This is an optimization exercise on Yosys and OpenROAD, whose aim is small area, a short achievable clock period and few clock cycles, not a production implementation. In this exercise RTL edits were held to simulation tests only and were not proved equivalent to the original.

==> flow/constraint.sdc <==
create_clock -name core_clock -period 14.0 [get_ports {clk}]
set_input_delay 2.8000 -clock core_clock [delete_from_list [all_inputs] [get_ports {clk}]]
set_output_delay 2.8000 -clock core_clock [all_outputs]
set_load 0.01 [all_outputs]
==> flow/design.v <==
module mnt_fxu (
    input  wire        clk,
    input  wire        rst,       
    input  wire        req,
    input  wire        we,
    input  wire [5:0]  addr,      
    input  wire [31:0] wdata,
    output wire        ready,
    output reg  [31:0] rdata
);
    localparam [31:0] ID_VALUE = 32'h4D4E5431;
    localparam [5:0] A_ID = 6'h00, A_STATUS = 6'h02, A_CMD = 6'h03;
    localparam [5:0] OP_FADD   = 6'h01, OP_FSUB  = 6'h02, OP_FADDI = 6'h03,
                     OP_FSUBI  = 6'h04, OP_FMUL  = 6'h05, OP_FMULI = 6'h06,
                     OP_FDIVI  = 6'h07, OP_FSHL  = 6'h08, OP_FSHR  = 6'h09,
                     OP_FAND   = 6'h0A, OP_FFLOOR= 6'h0B, OP_FFRACT= 6'h0C,
                     OP_FROMI  = 6'h10, OP_FROMU = 6'h11, OP_FROMB = 6'h12,
                     OP_FROMF  = 6'h13, OP_TOI   = 6'h14, OP_TOU   = 6'h15,
                     OP_TOB    = 6'h16, OP_TOF   = 6'h17, OP_LI    = 6'h30;
    reg [31:0] regs [0:15];
    reg        ill;           
    reg        lipend;        
    reg [3:0]  lird;
    reg        div_busy;
    reg [5:0]  div_cnt;
    reg [31:0] div_rem;
    reg [31:0] div_quo;
    reg [31:0] div_dsr;
    reg        div_neg;
    reg        div_zero;
    reg [3:0]  div_rd;
    wire [5:0]  op = wdata[31:26];
    wire [3:0]  rd = wdata[25:22];
    wire [3:0]  ra = wdata[21:18];
    wire [3:0]  rb = wdata[17:14];
    wire [4:0]  sh = wdata[4:0];
    wire fmt_rrr = (op >= OP_FADD && op <= OP_FDIVI) || op == OP_FAND;
    wire fmt_rrs = (op == OP_FSHL) || (op == OP_FSHR);
    wire fmt_rr  = (op == OP_FFLOOR) || (op == OP_FFRACT) ||
                   (op >= OP_FROMI && op <= OP_TOF);
    wire fmt_ri  = (op == OP_LI);
    reg legal;
    always @(*) begin
        if (fmt_rrr)      legal = (wdata[13:0] == 14'd0);
        else if (fmt_rrs) legal = (wdata[17:5] == 13'd0);
        else if (fmt_rr)  legal = (wdata[17:0] == 18'd0);
        else if (fmt_ri)  legal = (wdata[21:0] == 22'd0);
        else              legal = 1'b0;
    end
    wire [31:0] va = regs[ra];
    wire [31:0] vb = regs[rb];
    wire        f_sign = va[31];
    wire [7:0]  f_exp  = va[30:23];
    wire [22:0] f_frac = va[22:0];
    wire [23:0] f_mant = {1'b1, f_frac};
    reg  [31:0] fromf_mag;
    reg  [31:0] fromf_res;
    always @(*) begin
        fromf_mag = 32'd0;
        if (f_exp >= 8'd140)
            fromf_mag = {8'd0, f_mant} << (f_exp - 8'd140);
        else if (f_exp > 8'd116)
            fromf_mag = {8'd0, f_mant} >> (8'd140 - f_exp);
        if (f_exp == 8'hFF && f_frac != 23'd0)
            fromf_res = 32'd0;
        else if (f_exp >= 8'd148)
            fromf_res = f_sign ? 32'h80000000 : 32'h7FFFFFFF;
        else
            fromf_res = f_sign ? (~fromf_mag + 32'd1) : fromf_mag;
    end
    wire [31:0] t_mag = va[31] ? (~va + 32'd1) : va;
    reg  [4:0]  t_lead;
    integer     i;
    always @(*) begin
        t_lead = 5'd0;
        for (i = 0; i < 32; i = i + 1)
            if (t_mag[i]) t_lead = i[4:0];
    end
    wire [31:0] t_norm  = t_mag << (5'd31 - t_lead);
    wire [23:0] t_keep  = t_norm[31:8];
    wire        t_guard = t_norm[7];
    wire        t_stick = |t_norm[6:0];
    wire        t_up    = t_guard & (t_stick | t_keep[0]);
    wire [24:0] t_rnd   = {1'b0, t_keep} + {24'd0, t_up};
    wire [7:0]  t_exp   = {3'd0, t_lead} + 8'd117 + {7'd0, t_rnd[24]};
    wire [22:0] t_man   = t_rnd[24] ? t_rnd[23:1] : t_rnd[22:0];
    wire [31:0] tof_res = (va == 32'd0) ? 32'd0 : {va[31], t_exp, t_man};
    wire [31:0] prod = va * vb;
    reg  [31:0] result;
    always @(*) begin
        case (op)
            OP_FADD:   result = va + vb;
            OP_FSUB:   result = va - vb;
            OP_FADDI:  result = va + {vb[21:0], 10'd0};
            OP_FSUBI:  result = va - {vb[21:0], 10'd0};
            OP_FMUL:   result = $signed(prod) >>> 10;
            OP_FMULI:  result = prod;
            OP_FSHL:   result = va << sh;
            OP_FSHR:   result = $signed(va) >>> sh;
            OP_FAND:   result = va & vb;
            OP_FFLOOR: result = {va[31:10], 10'd0};
            OP_FFRACT: result = {22'd0, va[9:0]};
            OP_FROMI,
            OP_FROMU:  result = {va[21:0], 10'd0};
            OP_FROMB:  result = {14'd0, va[7:0], 10'd0};
            OP_FROMF:  result = fromf_res;
            OP_TOI,
            OP_TOU:    result = $signed(va) >>> 10;
            OP_TOB:    result = {24'd0, va[17:10]};
            OP_TOF:    result = tof_res;
            default:   result = 32'd0;
        endcase
    end
    wire [32:0] div_trial = {div_rem, div_quo[31]} - {1'b0, div_dsr};
    wire        div_ge    = ~div_trial[32];
    wire        div_done  = div_busy && (div_cnt == 6'd32);
    wire [31:0] div_res   = div_zero ? 32'd0 :
                            (div_neg ? (~div_quo + 32'd1) : div_quo);
    wire is_cmd   = req && we && (addr == A_CMD);
    wire cmd_exec = is_cmd && !lipend && legal;
    wire start_div = !div_busy && cmd_exec && (op == OP_FDIVI);
    assign ready = req && (div_busy ? div_done : !start_div);
    always @(*) begin
        rdata = 32'd0;
        if (addr == A_ID)
            rdata = ID_VALUE;
        else if (addr == A_STATUS)
            rdata = {27'd0, lipend, 2'b00, ill, 1'b0};
        else if (addr[5:4] == 2'b10)
            rdata = regs[addr[3:0]];
    end
    always @(posedge clk) begin
        if (rst) begin
            ill      <= 1'b0;
            lipend   <= 1'b0;
            lird     <= 4'd0;
            div_busy <= 1'b0;
            div_cnt  <= 6'd0;
        end else if (div_busy) begin
            if (div_done) begin
                regs[div_rd] <= div_res;
                div_busy     <= 1'b0;
            end else begin
                div_rem <= div_ge ? div_trial[31:0] : {div_rem[30:0], div_quo[31]};
                div_quo <= {div_quo[30:0], div_ge};
                div_cnt <= div_cnt + 6'd1;
            end
        end else if (req && we) begin
            if (addr == A_STATUS) begin
                if (wdata[1]) ill <= 1'b0;
            end else if (addr[5:4] == 2'b10) begin
                regs[addr[3:0]] <= wdata;
            end else if (addr == A_CMD) begin
                if (lipend) begin
                    regs[lird] <= wdata;
                    lipend     <= 1'b0;
                end else if (!legal) begin
                    ill <= 1'b1;
                end else if (op == OP_LI) begin
                    lipend <= 1'b1;
                    lird   <= rd;
                end else if (op == OP_FDIVI) begin
                    div_busy <= 1'b1;
                    div_cnt  <= 6'd0;
                    div_rem  <= 32'd0;
                    div_quo  <= va[31] ? (~va + 32'd1) : va;
                    div_dsr  <= vb[31] ? (~vb + 32'd1) : vb;
                    div_neg  <= va[31] ^ vb[31];
                    div_zero <= (vb == 32'd0);
                    div_rd   <= rd;
                end else begin
                    regs[rd] <= result;
                end
            end
        end
    end
endmodule
==> flow/config.mk <==
export PLATFORM = sky130hd
export DESIGN_NAME = mnt_fxu
export DESIGN_NICKNAME = mnt_fxu
export VERILOG_FILES = /design/flow/design.v
export SDC_FILE = /design/flow/constraint.sdc
export NUM_CORES = 4
export LEC_CHECK = 0
export CAP_MARGIN = 20
export CORE_MARGIN = 2
export CORE_UTILIZATION = 40
export SLEW_MARGIN = 20
==> flow/run.sh <==
#!/bin/bash
# synth_recipe.tcl (not shown) runs the flow's synth.tcl, then flattens the netlist and writes it again
# the make line also repeats each setting of config.mk as NAME=value (left out here)
make -C /OpenROAD-flow-scripts/flow DESIGN_CONFIG=/design/flow/config.mk WORK_HOME=/design/flow/orfs CLKGATE_MAP_FILE= SYNTH_SCRIPT=/design/flow/synth_recipe.tcl finish
==> results.sh <==
export IMPL_postRouteAntennaNets=0
export IMPL_drt_iter0_markers=8181
export IMPL_track_usage=0.3555
export IMPL_clock_tree_buffer_depth=3
export IMPL_place_hpwl_um=237000
export IMPL_htreeDepth=3
export IMPL_post_place_ws_ns=0.5384
export IMPL_clockRootBuffer="clkbuf_16"
export IMPL_syn_num_nets=7542
export IMPL_vias=60514
export IMPL_clock_fmax_mhz=77.90
export IMPL_ctsHoldBuffers=0
export IMPL_finalWorstSetupSlack_ns=1.163
export IMPL_register_area_um2=18700
export IMPL_path_delay_family="adder cells"
export IMPL_cp_max_fo=38
export IMPL_hold_violations=0
export IMPL_async_flop_share=0
export IMPL_period_needed_ns=12.84
export IMPL_path_common_cell="xnor2_1"
export IMPL_n_fill_cell=16421
export IMPL_multiInputGateArea_um2=45940
export IMPL_tns_ns=0
export IMPL_syn_area_um2=69040
export IMPL_max_stage_delay_ns=0.60
export IMPL_slowest_stage="mux4_2"
export IMPL_syn_avg_cell_area_um2=10.06
export IMPL_post_cts_setup_buffers=0
export IMPL_ys_flop_type="edfxtp_1"
export IMPL_grt_pass1_wl_um=444600
export IMPL_skew_ns=0.1063
export IMPL_clkSinkCount=627
export IMPL_die_y_um=419.4
export IMPL_globalplace_congestion=1.062
export IMPL_finalNetCount=7619
export IMPL_yosysUniqueCellTypes=117
export IMPL_yosys_warnings=1
export IMPL_cp_data_arrival_time_ns=13.27
export IMPL_maxCapViolCount=0
export IMPL_first_pass_iters=6
export IMPL_die_area_um2=175900
export IMPL_wl_per_cell_um=33.84
export IMPL_synth_edff_count=614
export IMPL_yosys_register_bits=627
export IMPL_critPathCaptureType="flip-flop"
export IMPL_clock_latency_ns=0.78
export IMPL_cts_buffers=74
export IMPL_final_max_slew_viol_count=0
export IMPL_tightest_slew_ns=1.362
export IMPL_rsz0062_at_grt="no"
export IMPL_cp_num_buf_inv=9
export IMPL_initial_utilization=0.4024
export IMPL_relSlewSlack=0.09231
export IMPL_period_share=0.9169
export IMPL_cts_tree="built"
export IMPL_synthToLayoutAreaGrowth_pct=11.06
export IMPL_cts_resized=0
export IMPL_grt_max_degree=86
export IMPL_fp_coreArea_um2=171500
export IMPL_grt_pass1_vias=58970
export IMPL_grt_antenna_before_repair=15
export IMPL_drive_above_1_share=0.1748
export IMPL_finalSetupViolCount=0
export IMPL_die_x_um=419.4
export IMPL_crit_type="primary input to flip-flop"
export IMPL_pin_count=75
export IMPL_hold_path_class="flip-flop to flip-flop"
export IMPL_port_buffers=74
export IMPL_path_clk_slew_ns=0.06
export IMPL_status="complete, no violations"
export IMPL_postRouteWirelength_um=315200
export IMPL_cp_required_ns=14.44
export IMPL_syn_inst=6865
export IMPL_via_per_inst=6.496
export IMPL_drc=0
export IMPL_critPathLaunchType="primary input"
export IMPL_row_count=152
export IMPL_grt_overflow_total=0
export IMPL_seq_area_frac_synth=0.2708
worst paths after layout:
path                                    from           end  slack [ns]  depth (start not counted)
worst max-delay path               wdata[19]  regs[15][31]        1.16                         35
worst min-delay path              div_cnt[5]    div_cnt[5]        0.51                          2
worst max register to register  regs[12][13]  regs[15][31]        3.43                         34
worst min register to register    div_cnt[5]    div_cnt[5]        0.51                          2
through the flow:
step | hold slack [ns] | util | std cells | cell area, um^2
after floorplan | 0.4584 | - | 6865 | 69040
after global routing | 0.5195 | 0.4469 | 9312 | 76660
after global placement | 0.4771 | 0.4324 | 9175 | 74170
after CTS | 0.5040 | 0.4469 | 9311 | 76660
final | 0.5070 | 0.4470 | 9316 | 76670
after detailed placement | 0.4947 | 0.4324 | 9175 | 74170
Yosys cell counts (25+ instances only):
cell | number | area share
nand2_1 | 856 | 0.047
inv_1 | 656 | 0.036
edfxtp_1 | 614 | 0.27
mux4_2 | 472 | 0.15
nor2_1 | 442 | 0.024
fa_1 | 411 | 0.12
a21oi_1 | 341 | 0.025
clkbuf_1 | 337 | 0.018
o21ai_0 | 299 | 0.022
mux2i_1 | 246 | 0.036
xnor2_1 | 246 | 0.031
ha_1 | 224 | 0.041
and2_1 | 135 | 0.012
nor3_1 | 123 | 0.0089
nand3_1 | 114 | 0.0083
buf_1 | 86 | 0.0047
xor2_1 | 78 | 0.0099
o211ai_1 | 66 | 0.0072
mux2_2 | 65 | 0.011
nor2b_1 | 65 | 0.0059
a211oi_1 | 62 | 0.0067
a221oi_1 | 55 | 0.0070
and3_1 | 44 | 0.0040
a31oi_1 | 43 | 0.0039
nand2b_1 | 41 | 0.0037
buf_2 | 40 | 0.0029
or3_1 | 35 | 0.0032
o31ai_1 | 33 | 0.0036
a21o_1 | 31 | 0.0034
o21a_1 | 31 | 0.0034
a22oi_1 | 29 | 0.0032
nand4_1 | 29 | 0.0026
o221ai_1 | 29 | 0.0037
o22ai_1 | 29 | 0.0026
nor4_1 | 28 | 0.0025
a21boi_0 | 25 | 0.0027
worst reg2reg max path: cells and delay by family, from the launching register on:
kind                     cells  cell delay (ns)
multiplexers                 1             0.50
AND/OR/NAND/NOR              1             0.24
XOR/XNOR                    11             2.27
flip-flops                   1             0.41
adder cells (fa/ha/maj)      8             3.88
AO/OA/AOI/OAI                5             1.55
buffers and inverters        8             1.48
cell usage in the layout, fill, tap and decap left out, types with 123 or more instances in the layout:
cell type  netlist  routed
nor3_1         123     123
ha_1           224     224
nor2_1         442     423
edfxtp_1       614     614
o21ai_0        299     297
xnor2_1        246     242
nand2_1        856     855
a21oi_1        341     338
mux4_2         472     472
mux2i_1        246     244
inv_1          656     656
and2_1         135     134
buf_4           18     416
fa_1           411     411
sequential cells by signal, summed over array words and instances (netlist names), 4 cells and up:
register  count
div_cnt       6
div_dsr      32
div_quo      32
div_rd        4
div_rem      32
lird          4
regs        512
cell families (layout without fill, tap and decap cells):
| family | Yosys count | after routing | synth area share |
|---|---|---|---|
| AND/OR/NAND/NOR | 2005 | 2005 | 0.1334 |
| AO/OA/AOI/OAI | 1314 | 1314 | 0.1262 |
| buffers and inverters | 1174 | 1311 | 0.06753 |
| multiplexers | 786 | 786 | 0.2012 |
| adder cells (fa/ha/maj) | 635 | 635 | 0.1598 |
| flip-flops | 627 | 627 | 0.2708 |
| XOR/XNOR | 324 | 324 | 0.04110 |
| other | 0 | 4 | 0 |
layout make-up:
type,instances,area share
clock inverter,51,0.007800
sequential,627,0.2439
tap,2310,0.03770
timing repair buffer,501,0.05359
clock buffer,85,0.02469
multi-input combinational,5064,0.5992
antenna,4,0.0001305
inverter,674,0.03301
routing by layer:
metal  GRT usage  vias up  share of wire
met5           0        -        0.00015
met4      0.2287        8          0.079
met3     0.08248      928           0.10
met2      0.5320     3934           0.43
met1      0.4634    30655           0.38
li1            -    24989              -
Testbench counts, summed over its fixed seeds: cycles 53,879.

separate check: timing with driven ports:
The flow's constraints put no driver on any port. The routed layout listed below was extracted and timed again, unchanged, in two steps. Step 1 sets driving cells, clkbuf_16 on the clock port and buf_2 on the other inputs (assumed; they add their load-dependent delay and slew). Step 2 adds t to the input delays and takes it off the output delays; t is the mean of the earliest and latest rising clock arrival at the registers after step 1. Input paths then give back, and output paths get back, about the clock's delay inside the block. Slacks: no drivers / after step 1 / after step 2; pairs: no drivers / after step 1.
shift t [ns]: 0.818
setup slack, ns: 1.163 / 1.218 / 0.400
latest minus earliest clock arrival (ns): 0.106 / 0.106
slew at the worst register clock pin (ns): 0.11 / 0.11
worst data-port slew with drivers (ns): 0.05
After both steps setup and hold are still met in this run. The setup slack of this run moves by +0.055 ns with the drivers and by -0.763 ns with both steps.
